Source: an optimization exercise on an open RTL-to-GDS flow (aim: small area). Production flows keep margins and buffers that such runs may drop. The RTL was checked by simulation tests, not by an equivalence proof against the original design. Power and IR drop assume default switching activity.

**flow/flow/run.sh**
```bash
#!/bin/bash
# Standard ORFS layout (the standard.sh, standard synthesis unchanged) with two changes:
# - ports are buffered with the smallest buffer, sky130_fd_sc_hd__buf_1;
# - clock tree built from clkbuf_8 in small clusters, without dummy loads.
set -euo pipefail
bash standard.sh finish \
  "BUFFER_PORTS_ARGS=-buffer_cell sky130_fd_sc_hd__buf_1" \
  "CTS_ARGS=-sink_clustering_enable -repair_clock_nets -buf_list sky130_fd_sc_hd__clkbuf_8 -sink_clustering_size 18 -sink_clustering_max_diameter 60 -dont_use_dummy_load" \
  > standard_flow.log 2>&1
```
**flow/standard.sh**
```bash
#!/bin/bash
# synth_recipe.tcl (not shown) runs the flow's synth.tcl, then flattens the netlist and writes it again
# the make line also repeats each setting of config.mk as NAME=value (left out here)
make -C /OpenROAD-flow-scripts/flow DESIGN_CONFIG=/design/flow/config.mk WORK_HOME=/design/flow/orfs CLKGATE_MAP_FILE= SYNTH_SCRIPT=/design/flow/synth_recipe.tcl "${@:-finish}"
```
**flow/config.mk**
```make
export PLATFORM = sky130hd
export DESIGN_NAME = cfc
export DESIGN_NICKNAME = cfc
export VERILOG_FILES = /design/flow/design.v
export SDC_FILE = /design/flow/constraint.sdc
export NUM_CORES = 4
export LEC_CHECK = 0
export CAP_MARGIN = 20
export CORE_MARGIN = 2
export CORE_UTILIZATION = 40
export SLEW_MARGIN = 20
```
**flow/constraint.sdc**
```tcl
create_clock -name core_clock -period 10.0 [get_ports {clk}]
set_input_delay 2.0000 -clock core_clock [delete_from_list [all_inputs] [get_ports {clk}]]
set_output_delay 2.0000 -clock core_clock [all_outputs]
set_load 0.01 [all_outputs]
```
**flow/design.v**
```verilog
module cfc (
    input  wire        clk,
    input  wire        rst,             
    input  wire        tx_we,
    input  wire [3:0]  tx_waddr,
    input  wire [15:0] tx_wdata,
    input  wire        start,
    input  wire [3:0]  start_cnt_m1,    
    input  wire [15:0] start_timeout,   
    input  wire        line_in,
    output reg         line_out,
    input  wire        abort_ok,
    input  wire [5:0]  rx_raddr,
    output wire [15:0] rx_rdata,
    output wire        busy,
    output reg         done,
    output reg  [1:0]  outcome,         
    output reg  [5:0]  rx_len,
    output wire        halted,
    output reg  [15:0] perrcnt
);
    localparam [2:0] S_IDLE = 3'b000;
    localparam [2:0] S_ARM  = 3'b001;
    localparam [2:0] S_FLY  = 3'b011;
    localparam [2:0] S_TD   = 3'b010;
    localparam [2:0] S_HALT = 3'b100;
    localparam [1:0] TX_PRE  = 2'd0;    
    localparam [1:0] TX_WORD = 2'd1;
    localparam [1:0] TX_END  = 2'd2;    
    localparam [1:0] TX_OFF  = 2'd3;
    localparam [2:0] RX_QUIET = 3'd0;
    localparam [2:0] RX_ARM   = 3'd1;
    localparam [2:0] RX_HIGH  = 3'd2;
    localparam [2:0] RX_Z     = 3'd3;
    localparam [2:0] RX_P1    = 3'd4;
    localparam [2:0] RX_P2    = 3'd5;
    localparam [2:0] RX_P3    = 3'd6;
    localparam [2:0] RX_FRAME = 3'd7;
    reg [2:0]   st;
    wire idle   = (st == S_IDLE);
    wire armed  = (st == S_ARM);
    wire fly    = (st == S_FLY);
    wire td     = (st == S_TD);
    wire hlt    = st[2];
    assign busy   = st[0] | st[1];
    assign halted = hlt;
    reg [9:0]   txb [0:15];
    always @(posedge clk)
        if (!rst && !busy && tx_we)
            txb[tx_waddr] <= tx_wdata[9:0];
    reg [319:0] rxr;        
    reg [4:0]  rq;
    reg [9:0]  rxs_sr;      
    reg [9:0]  rxh;         
    reg [5:0]  rxwp;        
    reg        term;        
    reg        rxh_pend;
    wire [4:0] rxh_base = term ? rx_len[4:0] : rxwp[4:0];
    wire [4:0] rxh_at = rxh_base + rq;
    wire       rxh_go = rxh_pend && (rxh_at[3:0] == 4'd0);
    always @(posedge clk) begin
        rq <= (rst || armed) ? 5'd0 : rq + 5'd1;
        rxr[159:10]  <= rxr[149:0];
        rxr[319:170] <= rxr[309:160];
        rxr[9:0]     <= (rxh_go && !rxh_at[4]) ? rxh : rxr[319:310];
        rxr[169:160] <= (rxh_go &&  rxh_at[4]) ? rxh : rxr[159:150];
    end
    wire [4:0] rx_pos = rx_raddr[4:0] + rq;
    wire [9:0] rx_word_out = (rxh_pend && rx_raddr[4:0] + 5'd1 == rxh_base) ? rxh : rxr[rx_pos*10 +: 10];
    assign rx_rdata = {6'd0, rx_word_out};
    reg [11:0] tblk;       
    reg        tfrac;      
    wire poll      = fly && (rq[3:0] == 4'd0);
    wire t_expired = (tblk == 12'd0) && !tfrac;
    wire exit_done = poll && term;
    wire exit_to   = poll && !term && t_expired;
    wire run       = fly && !exit_done && !exit_to;
    reg [1:0] txs;
    reg [4:0] tp;
    reg [3:0] ti;
    reg [3:0] tcnt;
    wire [9:0] tw = txb[ti];
    wire [3:0] tq = tp[4:1];
    reg        tb_bit;
    always @* begin
        case (tq)
            4'd0:    tb_bit = 1'b1;
            4'd1:    tb_bit = tw[9];
            4'd2:    tb_bit = tw[8];
            4'd3:    tb_bit = tw[7];
            4'd4:    tb_bit = tw[6];
            4'd5:    tb_bit = tw[5];
            4'd6:    tb_bit = tw[4];
            4'd7:    tb_bit = tw[3];
            4'd8:    tb_bit = tw[2];
            4'd9:    tb_bit = tw[1];
            4'd10:   tb_bit = tw[0];
            default: tb_bit = ~^tw;
        endcase
    end
    reg tx_chip;
    always @* begin
        case (txs)
            TX_PRE:  tx_chip = (tp < 5'd19) ? ~tp[0] : (tp >= 5'd21);
            TX_WORD: tx_chip = tp[0] ? tb_bit : ~tb_bit;
            TX_END:  tx_chip = (tq == 4'd1);
            default: tx_chip = 1'b0;
        endcase
    end
    reg [2:0] rxs;
    reg [4:0] rc;          
    reg       rpar;        
    wire c       = line_in;
    wire rx_full = rxwp[5] & rxwp[0];       
    wire rc_last = (rc == 5'd23);
    always @(posedge clk) begin
        if (idle) begin
            tcnt  <= start_cnt_m1;
            tblk  <= start_timeout[15:4];
            tfrac <= |start_timeout[3:0];
        end
        if (poll && !exit_done && !exit_to) begin
            if (tblk != 12'd0)
                tblk <= tblk - 12'd1;
            else
                tfrac <= 1'b0;
        end
        if (armed) begin
            txs <= TX_PRE;
            tp  <= 5'd9;
            ti  <= 4'd0;
        end else if (run) begin
            if (tp == 5'd23) begin
                tp <= 5'd0;
                case (txs)
                    TX_PRE:  txs <= TX_WORD;
                    TX_WORD: if (ti == tcnt) txs <= TX_END; else ti <= ti + 4'd1;
                    default: txs <= TX_OFF;
                endcase
            end else begin
                tp <= tp + 5'd1;
            end
        end
        if (rxh_go)
            rxh_pend <= 1'b0;
        if (armed) begin
            rxs  <= RX_QUIET;
            rxwp <= 6'd0;
            term <= 1'b0;
            rxh_pend <= 1'b0;
        end else if (run) begin
            case (rxs)
                RX_QUIET: if (!c) rxs <= RX_ARM;
                RX_ARM:   if (c)  rxs <= RX_HIGH;
                RX_HIGH:  if (!c) rxs <= RX_Z;
                RX_Z:     rxs <= c ? RX_HIGH : RX_P1;
                RX_P1:    rxs <= c ? RX_P2 : RX_ARM;
                RX_P2:    rxs <= c ? RX_P3 : RX_Z;
                RX_P3: begin
                    rc <= 5'd0;
                    rxs <= c ? RX_FRAME : RX_Z;
                end
                default: begin
                    rc <= rc_last ? 5'd0 : rc + 5'd1;
                    if (rc == 5'd0) begin
                        rpar <= c;
                    end else if (rc == 5'd1) begin
                        rpar <= 1'b0;
                        if (rpar || !c) begin
                            rxs <= RX_QUIET;
                            if (!rx_full) begin
                                if (!term)
                                    rx_len <= rxwp;
                                term <= 1'b1;
                                rxwp <= rxwp + 6'd1;
                            end
                        end
                    end else if (rc[0]) begin
                        if (rc_last) begin
                            if (!rx_full) begin
                                rxwp <= rxwp + 6'd1;
                                if (!term && !rxwp[5]) begin
                                    rxh      <= rxs_sr;
                                    rxh_pend <= 1'b1;
                                end
                                if (c == rpar && perrcnt != 16'hFFFF)
                                    perrcnt <= perrcnt + 16'd1;
                            end
                        end else begin
                            rpar <= rpar ^ c;
                            rxs_sr <= {rxs_sr[8:0], c};
                        end
                    end
                end
            endcase
        end
        done     <= 1'b0;
        line_out <= run & tx_chip;
        case (st)
            S_IDLE: if (start) st <= S_ARM;
            S_ARM:  st <= S_FLY;
            S_FLY: begin
                if (exit_done || exit_to) begin
                    st      <= S_TD;
                    outcome <= {1'b0, exit_to};
                end
            end
            S_TD: begin
                if (abort_ok) begin
                    st   <= S_IDLE;
                    done <= 1'b1;
                end else if (rq[3]) begin    
                    st      <= S_HALT;
                    outcome <= 2'd2;
                    done    <= 1'b1;
                end
            end
            S_HALT: if (start) done <= 1'b1;
            default: st <= S_IDLE;
        endcase
        if (rst) begin
            st       <= S_IDLE;
            line_out <= 1'b0;
            done     <= 1'b0;
            outcome  <= 2'd0;
            rx_len   <= 6'd0;
            perrcnt  <= 16'd0;
        end
    end
endmodule
```
==> results of run 1 <==
-- stage by stage --
step           setup WS [ns]  cells  power [W]  cell area (µm²)  hold WS [ns]
2_1_floorplan           3.72   1314    0.00270            20600         0.326
3_3_place_gp            2.43   2030    0.00277            21600         0.331
3_5_place_dp            2.41   2033    0.00277            21700         0.331
4_1_cts                 2.41   2076    0.00384            22300         0.278
5_1_grt                 2.31   2076    0.00395            22300         0.288
6_report                2.45   2076    0.00379            22300         0.283
-- worst max-delay path: stages --
cell,delay (ns)
buf_1,0.16
ha_4,0.21
fa_4,1.41
buf_4,0.43
mux4_2,0.35
mux4_2,0.48
mux2i_1,0.18
a21oi_1,0.12
buf_1,0.17
-- registers in the layout (all words and copies together), names as in the netlist, named ones only --
register and flops:
rc 5, rxs 3, rxwp 6, perrcnt 16, rq 5, outcome 2, tblk 12, done 1
st 3, ti 4, txb 160, tp 5, rxs_sr 10, rxr 320, line_out 1, tcnt 4
rxh 10, rxh_pend 1, txs 2, rx_len 6, rpar 1, term 1, tfrac 1
-- path summary, 6_finish.rpt --
check | startpoint | to | slack, ns | cells after the start
max | rx_raddr[0] | rx_rdata[0] | 2.45 | 9
min | rxr[179] | rxr[189] | 0.28 | 0
max reg2reg | term | rxr[6] | 6.29 | 9
min reg2reg | rxr[179] | rxr[189] | 0.28 | 0
-- cells in the mapped netlist (2+ instances only) --
cell and count:
mux2_2 24, buf_1 7, a22oi_1 9, a21o_1 6
or3_1 15, or2_2 3, nor3_1 23, a211oi_1 8
ha_1 21, a31oi_1 2, a22o_1 2, nand2b_1 4
buf_6 2, nor2b_1 7, mux4_1 17, o21bai_1 2
and3_1 8, a211o_1 2, and4_1 3, nor3b_1 7
clkbuf_1 39, clkbuf_4 2, xor2_1 23, nand4_1 6
and2_1 6, a21oi_1 45, fa_1 2, nand4b_1 2
nor2_1 91, xnor2_1 28, nand3_1 29, edfxtp_1 190
o21ai_0 17, nor4_1 6, inv_1 22, buf_4 12
dfxtp_1 393, mux2i_1 29, nand2_1 37, a221oi_1 4
or4b_2 2, o221a_2 8, mux4_2 124
-- power groups by stage --
| stage | Clock, W | Sequential [W] | Combinational, W |
|---|---|---|---|
| after floorplan | 0 | 0.00252 | 0.000176 |
| after global placement | 0 | 0.00253 | 0.000237 |
| after detailed placement | 0 | 0.00253 | 0.000242 |
| after CTS | 0.00112 | 0.00248 | 0.000242 |
| after global routing | 0.00121 | 0.00248 | 0.000260 |
| final | 0.00108 | 0.00248 | 0.000236 |
-- layout make-up --
class | instances | share of cell area [%]
clock buffer | 43 | 2.66
multi-input combinational | 644 | 30.1
inverter | 23 | 0.388
sequential | 583 | 60.9
tap | 680 | 3.82
timing repair buffer | 103 | 2.10
-- layer usage --
| metal | share of wire, % | vias up | track usage (%) |
|---|---|---|---|
| met5 | 0 | - | 0 |
| met4 | 1.8 | 0 | 3.85 |
| met3 | 4.2 | 56 | 2.66 |
| met2 | 47 | 194 | 23.8 |
| met1 | 47 | 5422 | 20.4 |
| li1 | - | 5052 | - |
-- layout by cell type (no fill, tap or decap), types with 4 or more instances in the layout --
master,instances
edfxtp_1,190
nand3_1,29
nor3_1,23
xor2_1,23
nor2b_1,7
xnor2_1,25
nand2_1,37
nor2_1,84
and2_1,6
ha_1,20
a21oi_1,45
and3_1,8
a221oi_1,4
nor2_2,7
nand4_1,6
a22oi_1,9
o221a_2,8
conb_1,6
a21o_1,6
nor4_1,5
inv_1,22
nor3b_1,6
mux4_1,17
a211oi_1,8
buf_1,81
mux2i_1,29
mux2_2,24
buf_4,21
dfxtp_1,392
or3_1,15
mux4_2,124
o21ai_0,17
clkbuf_8,43
nand2b_1,4
-- logic make-up (layout without fill, tap and decap cells) --
logic type | count (synthesis) | count (layout) | share of synthesized area (%)
other cells | 1 | 6 | 0.0182
fa+ha+maj | 23 | 23 | 1.47
compound gates | 113 | 113 | 3.63
buf+inv | 87 | 169 | 2.04
flops | 583 | 583 | 65.9
xor+xnor | 52 | 52 | 2.28
mux | 195 | 195 | 18.6
simple gates | 255 | 255 | 6.13
==> run summary, run 1 <==
DIE AREA 0.0533 mm²; CTS root buffer clkbuf_8; Yosys top cell area share roughly two fifths; internal power contribution between 0.002 and 0.003 W; clock tree buffer depth 3; Total Routed Length 38400 µm; grt total ovfl 0; Final Max Tran Viols 0; post-synthesis sequential area ratio 65.9%; Total GRT Usage ~15%; part of the cycle the worst path needs about three quarters; Num Clock Sinks 583; # port buffers a little over 80; Period minus WS final 7.55 ns; Max FO, Critical Path 62; status complete, no violations; largest net degree at the start of global routing between 60 and 70; synthesis-stage register bit count 583; RSZ-0062 raised after global routing no; Crit Path Class in2out; final hold vios 0; H-tree Lvls 2; peak supply drop 112 µV; DR vias roughly 11000; filler cell count ~4600; CTS clock-pin slew for the worst setup and hold paths about 0.1 ns; Synth Flop Type dfxtp_1; syn avg cell area around 16 µm²; maximum clock frequency roughly 130 MHz; CTS tree yes; area of the multi-input gates 0.00670 mm²; area grow syn2layout 8.09%; layout cells sized above 1 17.6%; RD Place Congestion ~0.78; die height approximately 230 µm; P_leak slightly below 8 nW; DR iter-0 viols between 700 and 800; Switch Pwr 0.000847 W; post-CTS setup buffer count 0; first-pass GRT wire length 62000 µm; Post-CTS Resized 0; # diodes 0; fin util 43.6%; Worst setup SP type input port; Sequential Power Share approximately 65%; number of remaining DRC errors 0; register cell area after layout between 0.01 and 0.015 mm²; Core Rows 83; vias in the first global route ~11000; Setup TNS 0 ns; Detail Route Antenna Nets 0; core box area between 0.05 and 0.06 mm²; Max-Slew Margin vs Limit around 30%; routed vias/inst ~5.2; Die W between 200 and 250 µm; routed len/inst approximately 19 µm; HPWL after DPL ~24000 µm; final setup fails 0; Mapped Area just over 0.02 mm²; Clk network pwr share about 28%; CP endpoint kind output pin; Async SR Flop Fraction 0%; I/O Pins 96; Comb power frac 6.2%; Worst-Skew Late Latency roughly 0.65 ns; worst hold path type reg2reg; Initial Util approximately two fifths; Worst Clk Skew 0.0805 ns; Final nets about 1500; post-synth top area cell dfxtp_1; Syn Inst Count 1309; EDFF count, synth between 150 and 200; CP arrival about 5.6 ns; most area-consuming cells after synthesis dfxtp_1 (38%), edfxtp_1 (28%), mux4_2 (14%); CTS buffer count 43; PwrDens approximately 170 mW/mm²; initial antenna violation count 0; Max Cap Viol 0; Hold Buf Count CTS 0; Slew @ Worst Pin about 1.1 ns; drt pass-1 iters 6; Synth cell types 63; worst endpoint required time ~8.0 ns; Synth warnings 1; Switching Fraction about 22%
==> run 2, diff against run 1 <==
--- a/flow/design.v
+++ b/flow/design.v
@@ -59,7 +59,7 @@
     wire [4:0] rxh_at = rxh_base + rq;
     wire       rxh_go = rxh_pend && (rxh_at[3:0] == 4'd0);
     always @(posedge clk) begin
-        rq <= (rst || armed) ? 5'd0 : rq + 5'd1;
+        rq <= rst ? 5'd0 : rq + 5'd1;
         rxr[159:10]  <= rxr[149:0];
         rxr[319:170] <= rxr[309:160];
         rxr[9:0]     <= (rxh_go && !rxh_at[4]) ? rxh : rxr[319:310];
@@ -68,9 +68,10 @@
     wire [4:0] rx_pos = rx_raddr[4:0] + rq;
     wire [9:0] rx_word_out = (rxh_pend && rx_raddr[4:0] + 5'd1 == rxh_base) ? rxh : rxr[rx_pos*10 +: 10];
     assign rx_rdata = {6'd0, rx_word_out};
+    reg [3:0]  ph;         
     reg [11:0] tblk;       
     reg        tfrac;      
-    wire poll      = fly && (rq[3:0] == 4'd0);
+    wire poll      = fly && (ph == 4'd0);
     wire t_expired = (tblk == 12'd0) && !tfrac;
     wire exit_done = poll && term;
     wire exit_to   = poll && !term && t_expired;
@@ -119,6 +120,10 @@
             tblk  <= start_timeout[15:4];
             tfrac <= |start_timeout[3:0];
         end
+        if (armed)
+            ph <= 4'd0;
+        else if (run || (td && !abort_ok))
+            ph <= ph + 4'd1;
         if (poll && !exit_done && !exit_to) begin
             if (tblk != 12'd0)
                 tblk <= tblk - 12'd1;
@@ -209,7 +214,7 @@
                 if (abort_ok) begin
                     st   <= S_IDLE;
                     done <= 1'b1;
-                end else if (rq[3]) begin    
+                end else if (ph[2:0] == 3'd7) begin
                     st      <= S_HALT;
                     outcome <= 2'd2;
                     done    <= 1'b1;
==> flow/flow/run.sh (replaced) <==
#!/bin/bash
# Standard ORFS layout (the standard.sh) with these changes:
# - synthesis: flow/synth.tcl, the standard synthesis script with ABC's final
#   buffering and gate sizing left out (registers and names unchanged);
# - ports are buffered with the smallest buffer, sky130_fd_sc_hd__buf_1;
# - clock tree built from clkbuf_8 in small clusters, without dummy loads.
set -euo pipefail
export FLOW_ABC_SCRIPT="$PWD/flow/abc_nobuf.script"
bash standard.sh finish \
  "SYNTH_SCRIPT=$PWD/flow/synth.tcl" \
  "BUFFER_PORTS_ARGS=-buffer_cell sky130_fd_sc_hd__buf_1" \
  "CTS_ARGS=-sink_clustering_enable -repair_clock_nets -buf_list sky130_fd_sc_hd__clkbuf_8 -sink_clustering_size 18 -sink_clustering_max_diameter 60 -dont_use_dummy_load" \
  > standard_flow.log 2>&1
==> flow/flow/abc_nobuf.script (new file) <==
&get -n
&st
&dch
&nf
&st
&syn2
&if -g -K 6
&synch2
&nf
&st
&syn2
&if -g -K 6
&synch2
&nf
&st
&syn2
&if -g -K 6
&synch2
&nf
&st
&syn2
&if -g -K 6
&synch2
&nf
&st
&syn2
&if -g -K 6
&synch2
&nf
&put
==> flow/flow/synth.tcl (new file) <==
# synth_recipe.tcl (the standard synthesis) with one change: the ABC mapping
# script is ORFS's abc_speed.script without its final buffering and sizing
# steps (buffer, topo, stime, upsize, dnsize); placement repairs drive strength.
proc synth {args} { yosys synth -nofsm -noshare {*}$args }
proc abc {args} {
  set i [lsearch -exact $args -script]
  if {$i >= 0} { set args [lreplace $args [expr {$i+1}] [expr {$i+1}] $::env(FLOW_ABC_SCRIPT)] }
  yosys abc {*}$args
}
source $::env(SCRIPTS_DIR)/synth.tcl
# left out here: clear keep_hierarchy, flatten, clean up, hide names made inside functions, write 1_2_yosys.v
==> run 2 against run 1 <==
Still clean on timing, DRC and antenna. Hold slack better by 0.018 ns. Synthesized area decreased by 1.1%. Sequential share of layout area rose by 0.28 points. Largest cell class unchanged. Largest power group unchanged.
==> run summary, run 2 <==
status complete, no violations; DR vias roughly 11000; syn avg cell area about 16 µm²; vias in the first global route 11300; Async SR Flop Fraction 0%; Initial Util about 41%; DIE AREA approximately 0.053 mm²; CP arrival about 5.5 ns; CTS buffer count 42; routed len/inst between 15 and 20 µm; I/O Pins between 90 and 100; post-synthesis sequential area ratio between 60 and 70%; Worst Clk Skew approximately 0.043 ns; Reg with most FFs rxr; die height approximately 230 µm; Worst-Skew Late Latency between 0.6 and 0.7 ns; Hold Buf Count CTS 0; CP endpoint kind output pin; Period minus WS final between 7 and 8 ns; Num Clock Sinks between 500 and 600; most used cells in the layout excluding fill and tap cells dfxtp_1 (396), edfxtp_1 (190), mux4_2 (140), nor2_1 (106), buf_1 (81); EDFF count, synth 190; Post-CTS Resized 0; worst endpoint required time ~8 ns; Commonest cells post-synth dfxtp_1 (397), edfxtp_1 (190), mux4_2 (140), nor2_1 (110), a21oi_1 (43); PwrDens about 170 mW/mm²; hold_sp rxr[191]; FF-to-FF path depth 10; # port buffers 82; Switch Pwr 0.000858 W; first-pass GRT wire length around 60000 µm; synthesis-stage register bit count 587; RSZ-0062 raised after global routing no; RD Place Congestion a little under 0.8; Mapped Area around 0.020 mm²; worst hold path type reg2reg; Worst Setup SP rx_raddr[0]; R2R Setup Slk about 6.2 ns; largest net degree at the start of global routing 57; maximum clock frequency roughly 130 MHz; Syn Inst Count about 1300; final hold vios 0; H-tree Lvls 2; fin util 44.4%; Final nets around 1500; grt total ovfl 0; core box area between 0.05 and 0.06 mm²; Reg-to-Reg Start term; Setup crit end rx_rdata[3]; DR iter-0 viols ~570; number of remaining DRC errors 0; Synth Flop Type dfxtp_1; biggest regs rxr: 320 flops, txb: 160 flops, perrcnt: 16 flops; Setup TNS 0 ns; part of the cycle the worst path needs 75.0%; Crit Path Class in2out; most area-consuming cells after synthesis dfxtp_1 (39%), edfxtp_1 (28%), mux4_2 (15%); final setup fails 0; routed vias/inst 5.17; Largest register FFs 320; post-synth top area cell dfxtp_1; P_leak roughly 7.7 nW; layout cells sized above 1 about 15%; placed cell count between 2000 and 2500; fin cells about 2100; # diodes 0; Switching Fraction between 20% and 30%; Synth cell types between 50 and 60; Yosys top cell area share around two fifths; Max-Slew Margin vs Limit 31.6%; Comb power frac under 10%; Total Routed Length approximately 38000 µm; CTS clock-pin slew for the worst setup and hold paths 0.11 ns; Total GRT Usage 14.7%; CTS root buffer clkbuf_8; peak supply drop about 150 µV; Max Cap Viol 0; Reg-to-Reg End rxr[160]; Sequential Power Share approximately 66%; HPWL after DPL roughly 24000 µm; Final Max Tran Viols 0; Synth warnings 1; internal power contribution just under 0.003 W; initial antenna violation count 0; Slew @ Worst Pin 1.03 ns; Tot Pwr about 0.0038 W; most common cell after layout, fill and taps aside dfxtp_1; Clk network pwr share 28.1%; clock tree buffer depth 3; most common cell in the synthesized netlist dfxtp_1; Max FO, Critical Path between 50 and 60; area grow syn2layout 9.44%; Core Rows 82; drt pass-1 iters 5; Worst setup SP type input port; post-CTS setup buffer count 0; Detail Route Antenna Nets 0; Die W between 200 and 250 µm; CTS tree yes
==> run 2: changes by cell type after synthesis, moves of 17 or more <==
cell	before	now
mux2_2	24	0
nor2_1	91	110
clkbuf_1	39	0
clkinv_1	1	22
mux2_1	0	23
mux4_1	17	0
inv_1	22	0
==> run 2: layout make-up <==
cell class,count,area (µm²)
fill,4553,28000
sequential,587,13700
multi-input combinational,665,6700
tap,672,841
clock buffer,42,578
timing repair buffer,100,444
inverter,22,82.6
==> run 2: worst min-delay path by stage <==
stage | endpoint | slack [ns] | cells past startpoint
floorplan | rxr[110] | 0.33 | 0
global placement | rxr[178] | 0.33 | 0
detailed placement | rxr[278] | 0.33 | 0
CTS | rxr[201] | 0.31 | 0
global route | rxr[201] | 0.30 | 0
finish | rxr[201] | 0.30 | 0
==> run 2: per-stage QoR <==
stage          hold slack (ns)  cell area, µm²  worst slack [ns]
6_report                 0.301           22300              2.50
3_3_place_gp             0.329           21700              2.46
2_1_floorplan            0.326           20400              1.56
4_1_cts                  0.310           22300              2.44
5_1_grt                  0.300           22300              2.33
3_5_place_dp             0.331           21700              2.43
==> run 2: cells by family after synthesis <==
kind of cell / share of synthesized area [%]
AND/OR/NAND/NOR: 6.34
adder cells (fa/ha/maj): 1.61
buffers and inverters: 0.626
other: 0.0184
XOR/XNOR: 2.26
AO/OA/AOI/OAI: 4.08
multiplexers: 18.1
flip-flops: 67.0
==> run 2: critical path, cell delays in order <==
cell,delay [ns]
buf_1,0.16
ha_4,0.20
fa_4,1.35
buf_4,0.48
mux4_2,0.37
mux4_2,0.49
mux2i_1,0.15
a21oi_1,0.08
buf_1,0.17
==> run 2: layer usage <==
metal  part of all wire (%)  global-route usage, %
met5                      0                      0
met4                    2.3                   4.66
met3                    3.8                   2.42
met2                     47                   24.0
met1                     47                   20.1
==> run 2: power groups by stage <==
stage	logic, W	clock network (W)	registers (W)
6_report	0.000242	0.00107	0.00250
5_1_grt	0.000268	0.00121	0.00251
4_1_cts	0.000249	0.00112	0.00250
3_5_place_dp	0.000249	0	0.00256
3_3_place_gp	0.000245	0	0.00255
2_1_floorplan	0.000177	0	0.00255
==> run 3, diff against run 2 <==
--- a/flow/design.v
+++ b/flow/design.v
@@ -14,7 +14,7 @@
     output wire [15:0] rx_rdata,
     output wire        busy,
     output reg         done,
-    output reg  [1:0]  outcome,         
+    output wire [1:0]  outcome,         
     output reg  [5:0]  rx_len,
     output wire        halted,
     output reg  [15:0] perrcnt
@@ -44,6 +44,8 @@
     wire hlt    = st[2];
     assign busy   = st[0] | st[1];
     assign halted = hlt;
+    reg    to_flag;
+    assign outcome = {hlt, to_flag & ~hlt};
     reg [9:0]   txb [0:15];
     always @(posedge clk)
         if (!rst && !busy && tx_we)
@@ -207,7 +209,7 @@
             S_FLY: begin
                 if (exit_done || exit_to) begin
                     st      <= S_TD;
-                    outcome <= {1'b0, exit_to};
+                    to_flag <= exit_to;
                 end
             end
             S_TD: begin
@@ -216,7 +218,6 @@
                     done <= 1'b1;
                 end else if (ph[2:0] == 3'd7) begin
                     st      <= S_HALT;
-                    outcome <= 2'd2;
                     done    <= 1'b1;
                 end
             end
@@ -227,7 +228,7 @@
             st       <= S_IDLE;
             line_out <= 1'b0;
             done     <= 1'b0;
-            outcome  <= 2'd0;
+            to_flag  <= 1'b0;
             rx_len   <= 6'd0;
             perrcnt  <= 16'd0;
         end
==> flow/flow/run.sh (replaced) <==
#!/bin/bash
# Standard ORFS layout (the standard.sh, standard synthesis unchanged) with two changes:
# - ports are buffered with the smallest buffer, sky130_fd_sc_hd__buf_1;
# - clock tree built from clkbuf_8 in clusters of at most 20 sinks, without dummy loads.
set -euo pipefail
bash standard.sh finish \
  "BUFFER_PORTS_ARGS=-buffer_cell sky130_fd_sc_hd__buf_1" \
  "CTS_ARGS=-sink_clustering_enable -repair_clock_nets -buf_list sky130_fd_sc_hd__clkbuf_8 -sink_clustering_size 20 -sink_clustering_max_diameter 60 -dont_use_dummy_load" \
  > standard_flow.log 2>&1
--- a/flow/config.mk
+++ b/flow/config.mk
@@ -5,7 +5,7 @@
 export SDC_FILE = /design/flow/constraint.sdc
 export NUM_CORES = 4
 export LEC_CHECK = 0
-export CAP_MARGIN = 20
+export CAP_MARGIN = 0
 export CORE_MARGIN = 2
 export CORE_UTILIZATION = 40
-export SLEW_MARGIN = 20
+export SLEW_MARGIN = 0
removed: flow/flow/abc_nobuf.script
removed: flow/flow/synth.tcl
==> run 3 against run 2 <==
Fmax fell by 0.93%. Via count fell by 0.92%. Hold slack got worse by 0.0019 ns. Sequential power barely moved. Register-to-register slack got worse by 0.10 ns. Synthesized area rose by 1.2%. Flip-flop and latch count fell by 1. Critical endpoint is now rx_rdata[6]. Largest power group unchanged.
==> run summary, run 3 <==
Largest register FFs 320; main combinational cell family by area after synthesis multiplexers; WHS between 0.2 and 0.3 ns; design area about 0.022 mm²; largest net degree at the start of global routing just under 60; # port buffers a little over 80; post-synthesis sequential area ratio 66.1%; GR peak layer met2; Max Cap Viol 0; most common cell after layout, fill and taps aside dfxtp_1; DIE AREA 0.0534 mm²; Post-Synth Simple-Gate Area between 6 and 7%; post-synth top area cell dfxtp_1; slowest stage delay, CP about 1.4 ns; Hold Buf Count CTS 0; first-pass GRT wire length between 60000 and 70000 µm; Post-CTS Resized 0; die height approximately 230 µm; Num Clock Sinks 586; CTS tree yes; Final Max Tran Viols 0; GR Layer Usage met3 under 10%; post-synthesis compound-gate area fraction about 3.6%; drt pass-1 iters 5; CTS buffer count 42; Tot Pwr 0.00379 W; Setup TNS 0 ns; H-tree Lvls 2; CTS clock-pin slew for the worst setup and hold paths between 0.1 and 0.15 ns; Synth Flop Type dfxtp_1; clock tree buffer depth 3; area grow syn2layout 8.32%; maximum clock frequency 132 MHz; Max FO, Critical Path slightly below 60; layout cells sized above 1 18.2%; filler cell count 4543; Core Rows just over 80; # diodes 0; DR iter-0 viols between 600 and 700; register cell area after layout roughly 0.014 mm²; status complete, no violations; biggest regs rxr: 320 flops, txb: 160 flops, perrcnt: 16 flops; Yosys top cell area share between 30% and 40%; grt total ovfl 0; CP endpoint kind output pin; syn avg cell area ~16 µm²; Detail Route Antenna Nets 0; initial antenna violation count 0; Commonest cells post-synth dfxtp_1 (396), edfxtp_1 (190), mux4_2 (143), nor2_1 (98), a21oi_1 (42); post-CTS setup buffer count 0; Mapped Area 0.0206 mm²; Die W 231 µm; Slowest cell on crit path fa_4; Period minus WS final 7.57 ns; Async SR Flop Fraction 0%; Placement Cell Area roughly 0.022 mm²; Total GRT Usage 14.5%; area of the multi-input gates about 0.0067 mm²; Slew @ Worst Pin between 1 and 1.5 ns; Synth Area in Adders around 1.6%; Worst Clk Skew 0.0608 ns; vias in the first global route about 11000; synthesis-stage register bit count around 590; PwrDens ~170 mW/mm²; Worst-Skew Late Latency around 0.63 ns; Total Routed Length 38000 µm; crit path cell chain buf_1 > ha_4 > fa_4 > buf_4 > mux4_2 > mux4_2 > mux2i_1 > a21oi_1 > buf_1; HPWL after DPL about 24000 µm; RSZ-0062 raised after global routing no; CTS root buffer clkbuf_8; part of the cycle the worst path needs 75.7%; CP arrival 5.57 ns; worst endpoint required time 8.00 ns; pre-CTS setup slack approximately 2.4 ns; worst hold path type reg2reg; I/O Pins between 90 and 100; Max-Slew Margin vs Limit 20.0%; final setup fails 0; RD Place Congestion approximately 0.76; routed vias/inst between 5 and 6; Synth warnings 1; Final WS setup 2.43 ns; met2 Use GR between 20 and 25%; Reg with most FFs rxr; most common cell in the synthesized netlist dfxtp_1; core box area slightly above 0.05 mm²; Initial Util 40.3%; DR vias 10700; most area-consuming cells after synthesis dfxtp_1 (38%), edfxtp_1 (28%), mux4_2 (16%); Syn Inst Count 1316; met1 usage 20.5%; Crit Path Class in2out; Worst setup SP type input port; EDFF count, synth 190; Synth cell types 64; most used cells in the layout excluding fill and tap cells dfxtp_1 (394), edfxtp_1 (190), mux4_2 (143), nor2_1 (97), buf_1 (82); P_leak around 7.7 nW; peak supply drop between 100 and 150 µV; mux contribution to synthesized area roughly 19%; post-synthesis xor/xnor area fraction 2.19%; Final nets about 1500; routed len/inst about 18 µm; final hold vios 0; number of remaining DRC errors 0
-- run 3: cell families after synthesis --
| family | after synthesis |
|---|---|
| fa+ha+maj | 26 |
| flops | 586 |
| compound gates | 113 |
| simple gates | 256 |
| mux | 200 |
| xor+xnor | 50 |
| other cells | 1 |
| buf+inv | 84 |
-- run 3: layer usage --
metal,share of wire [%],vias up
li1,-,5077
met1,48,5402
met2,46,161
met3,3.9,53
met4,2.1,0
met5,0,-
-- run 3: final timing paths --
| path | startpoint | endpoint | slack [ns] | depth (start not counted) |
|---|---|---|---|---|
| max reg2reg | term | rxr[167] | 6.09 | 10 |
| max | rx_raddr[0] | rx_rdata[6] | 2.43 | 9 |
| min reg2reg | rxr[18] | rxr[28] | 0.30 | 0 |
| min | rxr[18] | rxr[28] | 0.30 | 0 |
-- run 3: area by class of cell --
cell class / count / share of cell area [%]
well taps: 680 / 3.81
flip-flops and latches: 586 / 61.0
multi-input cells: 651 / 30.0
repair buffers: 106 / 2.18
clock buffers: 42 / 2.59
inverters: 23 / 0.386
-- run 3: power breakdown --
| group | switching (W) | total [W] | internal (W) |
|---|---|---|---|
| Clock | 0.000690 | 0.00107 | 0.000378 |
| Combinational | 0.000136 | 0.000231 | 0.0000955 |
| Sequential | 0.0000217 | 0.00249 | 0.00247 |
-- run 3: critical path: cells and delay by family --
| family | cells | cell delay [ns] |
|---|---|---|
| AOI/OAI and AO/OA | 1 | 0.12 |
| muxes | 3 | 0.99 |
| buffers and inverters | 3 | 0.84 |
| adders and majority gates | 2 | 1.57 |
-- run 3: per-stage QoR --
| stage | util, % | instances |
|---|---|---|
| after global placement | 42.5 | 2046 |
| after floorplan | - | 1321 |
| final | 43.6 | 2088 |
| after detailed placement | 42.5 | 2046 |
| after global routing | 43.6 | 2088 |
| after CTS | 43.6 | 2088 |

## re-timing with driven ports
The results above use ideal ports. As a check the final layouts listed here were re-extracted and re-timed, cells and wires unchanged. Step 1 assumes that a clkbuf_16 drives the clock port and a buf_2 every other input. Step 2 also shifts input and output timing later by t, the mid clock arrival at the registers, as if the neighbouring blocks saw the same clock. a / b / c = ideal / step 1 / step 2; a / b = the first two.
| run | t, ns | slack for setup (ns) | slew at the worst register clock pin (ns) | cell pins on the clock port's net |
|---|---|---|---|---|
| run 1 | 0.641 | 2.446 / 2.410 / 2.410 | 0.11 / 0.11 | 1 |
| run 2 | 0.650 | 2.499 / 2.475 / 2.475 | 0.12 / 0.12 | 1 |
| run 3 | 0.653 | 2.429 / 2.406 / 2.406 | 0.12 / 0.12 | 1 |
After both steps setup and hold are still met in every run listed. The setup slack of run 1, which loses most, moves by -0.036 ns with the drivers and by -0.036 ns with both steps.
